Background: an optimization exercise with open tools, aiming at small area, a short achievable clock period and few clock cycles. Do not read the settings as production practice. Only simulation tests tie the RTL to the original design; equivalence was not proved.

## lagoon
==> flow/design.v (excerpt) <==
module sv_core (
    input  wire        clk,
    input  wire        rst,
    input  wire        cmd_valid,
    output wire        cmd_ready,
    input  wire [1:0]  cmd_op,
    input  wire [31:0] cmd_x,
    input  wire [31:0] cmd_g,
    input  wire [31:0] cmd_k,
    output reg         rsp_valid,
    output wire [7:0]  rsp_status,
    output wire [31:0] rsp_lp,
    output wire [31:0] rsp_hp,
    output wire [31:0] rsp_bp
);
Size: about 8000 cells after synthesis, ~210 I/O pins, ~50000 µm² of cells after synthesis.
Settings: LEC_CHECK=0, ABC_AREA=1, CAP_MARGIN=20, CORE_MARGIN=2, CORE_UTILIZATION=42, PLACE_DENSITY=0.55, SLEW_MARGIN=20, TNS_END_PERCENT=10; clock period 24.0 ns.
standard.sh (not shown) runs the stock make flow with config.mk's settings and CLKGATE_MAP_FILE= SYNTH_SCRIPT=/design/flow/synth_recipe.tcl, a recipe that flattens the netlist after the stock synthesis.
==> flow/flow/run.sh <==
#!/bin/bash
# Layout: the standard flow (standard.sh: unchanged synthesis and steps),
# with ORFS's repair_timing asked to leave a setup slack margin of 14.2 ns,
# so that it sizes and buffers the critical paths for a short achieved
# period. The clock, its period and the constraints are the standard flow's.
set -euo pipefail
bash standard.sh SETUP_SLACK_MARGIN=14.2 finish > standard_finish.log 2>&1
Testbench counts of lagoon, summed over its fixed seeds: cycles 52,586.
--- input diff lagoon..indigo ---
Settings: CORE_UTILIZATION now 38, was 42; PLACE_DENSITY now 0.45, was 0.55; TNS_END_PERCENT now 5, was 10.
==> flow/flow/run.sh <==
#!/bin/bash
# Layout: the standard flow (standard.sh: unchanged synthesis and steps),
# with ORFS's repair_timing asked to leave a setup slack margin of 13 ns,
# so that it sizes and buffers the critical paths for a short achieved
# period. The clock, its period and the constraints are the standard flow's.
set -euo pipefail
bash standard.sh SETUP_SLACK_MARGIN=13 finish > standard_finish.log 2>&1
- Logic depth of the worst setup path including buffers is lower on indigo
- Going from lagoon to indigo, the maximum single-stage delay on the critical path was found to have gone up by 0.29 ns.
- | utilization of the core after routing | higher: lagoon |
- indigo against lagoon; number of fillers in the final layout is up by more than 10%.
- Of lagoon and indigo, the run reporting the lower x dimension of the die was lagoon.
- Overall global routing resource usage, lagoon and indigo: larger value in lagoon
- indigo vs. lagoon: post-route cell area went down; setup slack now smaller.
Input changes introduced in juniper (baseline for comparison: indigo):
Settings: swapping 38 for 40 in CORE_UTILIZATION; swapping 0.45 for 0.5 in PLACE_DENSITY.
==> flow/flow/run.sh <==
#!/bin/bash
# Layout: the standard flow (standard.sh: unchanged synthesis and steps),
# with ORFS's repair_timing asked to leave a setup slack margin of 13.5 ns,
# so that it sizes and buffers the critical paths for a short achieved
# period. The clock, its period and the constraints are the standard flow's.
set -euo pipefail
bash standard.sh SETUP_SLACK_MARGIN=13.5 finish > standard_finish.log 2>&1
## What came out
No stage failed in juniper, and the final checks on the layout all came back clean. Going from indigo to juniper, register area roughly the same; count of inserted antenna diode cells went down; routing usage on met1 grew by 2.1 points.

========
build 40:
sv_core again, from the RTL that the note above started with.
Settings: LEC_CHECK=0, ABC_AREA=1, CAP_MARGIN=20, CORE_MARGIN=2, CORE_UTILIZATION=40, PLACE_DENSITY=0.5, SLEW_MARGIN=20, TNS_END_PERCENT=5; clock period 24.0 ns.
==> flow/flow/run.sh <==
#!/bin/bash
# Layout: the standard flow (standard.sh: unchanged synthesis and steps),
# with ORFS's repair_timing asked to leave a setup slack margin of 12.5 ns,
# so that it sizes and buffers the critical paths for a short achieved
# period. The clock, its period and the constraints are the standard flow's.
set -euo pipefail
bash standard.sh SETUP_SLACK_MARGIN=12.5 finish > standard_finish.log 2>&1
Testbench counts of build 40, summed over its fixed seeds: cycles 52,586.
The inputs of build 53 differ from those of build 40 as listed below.
Settings: a change of TNS_END_PERCENT from 5 to 10; a change of PLACE_DENSITY from 0.5 to 0.55; a change of CORE_UTILIZATION from 40 to 42.
==> flow/flow/run.sh <==
#!/bin/bash
# Layout: the standard flow (standard.sh: unchanged synthesis and steps),
# with ORFS's repair_timing asked to leave a setup slack margin of 13.5 ns,
# so that it sizes and buffers the critical paths for a short achieved
# period. The clock, its period and the constraints are the standard flow's.
set -euo pipefail
bash standard.sh SETUP_SLACK_MARGIN=13.5 finish > standard_finish.log 2>&1
==> comparison <==
Path length in cells of the critical path for build 53: 4 up relative to build 40. Build 53 vs build 40 on global-route usage: build 53 is the lower one. Min top achievable clock speed across build 53 and build 40: build 40. The multi-input combinational cell count of build 53 and that of build 40 are within noise of each other. Between build 40 and build 53, the flow reports wire length decreasing by a few percent. Build 53 gives more met1 layer usage reported by global route than build 40 did. On build 53: post-placement worst setup slack is 0.89 ns lower than what build 40 gave. Final cycle utilization of the critical path delta for build 53 relative to build 40: 3.2 points lower. Going from build 40 to build 53, cell area grows by 7.3%.
What build 34 does differently from build 53 at the input level:
Settings: TNS_END_PERCENT now 5, was 10; CORE_UTILIZATION now 40, was 42; GPL_ROUTABILITY_DRIVEN now 0, previously not set; PLACE_DENSITY now 0.5, was 0.55.
==> flow/flow/run.sh <==
#!/bin/bash
# Layout: the standard flow (standard.sh: unchanged synthesis and steps),
# with ORFS's repair_timing asked to leave a setup slack margin of 13 ns,
# so that it sizes and buffers the critical paths for a short achieved
# period. The clock, its period and the constraints are the standard flow's.
set -euo pipefail
bash standard.sh SETUP_SLACK_MARGIN=13 finish > standard_finish.log 2>&1
==> summary.txt <==
Final cell area: build 34 below build 53
Build 34 against build 53: post-layout net count now smaller; clock tree buffer count of the final layout now larger; wire length now larger; clock latency of the later-clocked register in the worst-skew pair comparable.
| setup slack | build 34 vs build 53 | 0.47 ns lower |
Build 53 ended up with ar[10] as its launch point of the worst path; build 34 ended up with xr[8].
Looking only at setup slack on the worst flop-to-flop path, and setting everything else aside, the higher value of build 53 and build 34 goes to build 53.
Build 34 vs build 53, number of gates on the worst path with buffers counted went up by about 3%.
Here is what was changed in the inputs of build 68 compared with build 34.
Settings: clearing GPL_ROUTABILITY_DRIVEN, which used to be 0; putting GPL_TIMING_DRIVEN at 0 where nothing was set.
Notes after the runs:
- Between build 34 and build 68, the maximum clock path buffer count figures differ only marginally.
- Per the comparison of build 68 with build 34, met1 global-route usage went up; logic depth of the worst path, buffers included has decreased; worst-margin pin slew increased 0.037 ns.
- Comparing build 34 and build 68, the higher post-CTS resize count is on build 68.
- | sequential cell area share | lower: build 68 |
- Build 68 — layout overhead on the synthesized area 1.7 points higher, build 34 as reference
- Comparing build 34 and build 68, the lower setup slack is on build 68.
- Looking at proportion of final cell area spent on non-clock buffers, build 68 sits above build 34.

## port drivers added, routing unchanged
The results above use ideal ports. As a check the final layouts listed here were re-extracted and re-timed, cells and wires unchanged. Step 1: set_driving_cell puts a clkbuf_16 on clk and a buf_2 on each other input, an assumption about the parent block. Step 2, shift: input delay + t, output delay - t, t = (earliest + latest rising clock arrival at the registers) / 2. This alone moves slack from input paths to output paths. a / b / c = no drivers / after step 1 / after step 2; a / b = the first two.
| run | shift t [ns] | slack for setup (ns) | hold WS [ns] | worst setup path after step 2 | worst data-port slew with drivers (ns) |
|---|---|---|---|---|---|
| lagoon | 0.638 | 13.700 / 13.700 / 13.700 | 0.414 / 0.414 / 0.414 | register to register | 0.06 |
| indigo | 0.672 | 13.242 / 13.242 / 13.242 | 0.415 / 0.415 / 0.415 | register to register | 0.08 |
| juniper | 0.661 | 13.729 / 13.729 / 13.729 | 0.422 / 0.422 / 0.422 | register to register | 0.05 |
| build 40 | 0.667 | 12.840 / 12.840 / 12.840 | 0.418 / 0.418 / 0.418 | register to register | 0.05 |
| build 53 | 0.637 | 13.618 / 13.618 / 13.618 | 0.413 / 0.413 / 0.413 | register to register | 0.05 |
| build 34 | 0.657 | 13.148 / 13.148 / 13.148 | 0.416 / 0.416 / 0.416 | register to register | 0.09 |
| build 68 | 0.653 | 13.011 / 13.011 / 13.011 | 0.427 / 0.427 / 0.427 | register to register | 0.06 |
After both steps setup and hold are still met in every run listed.
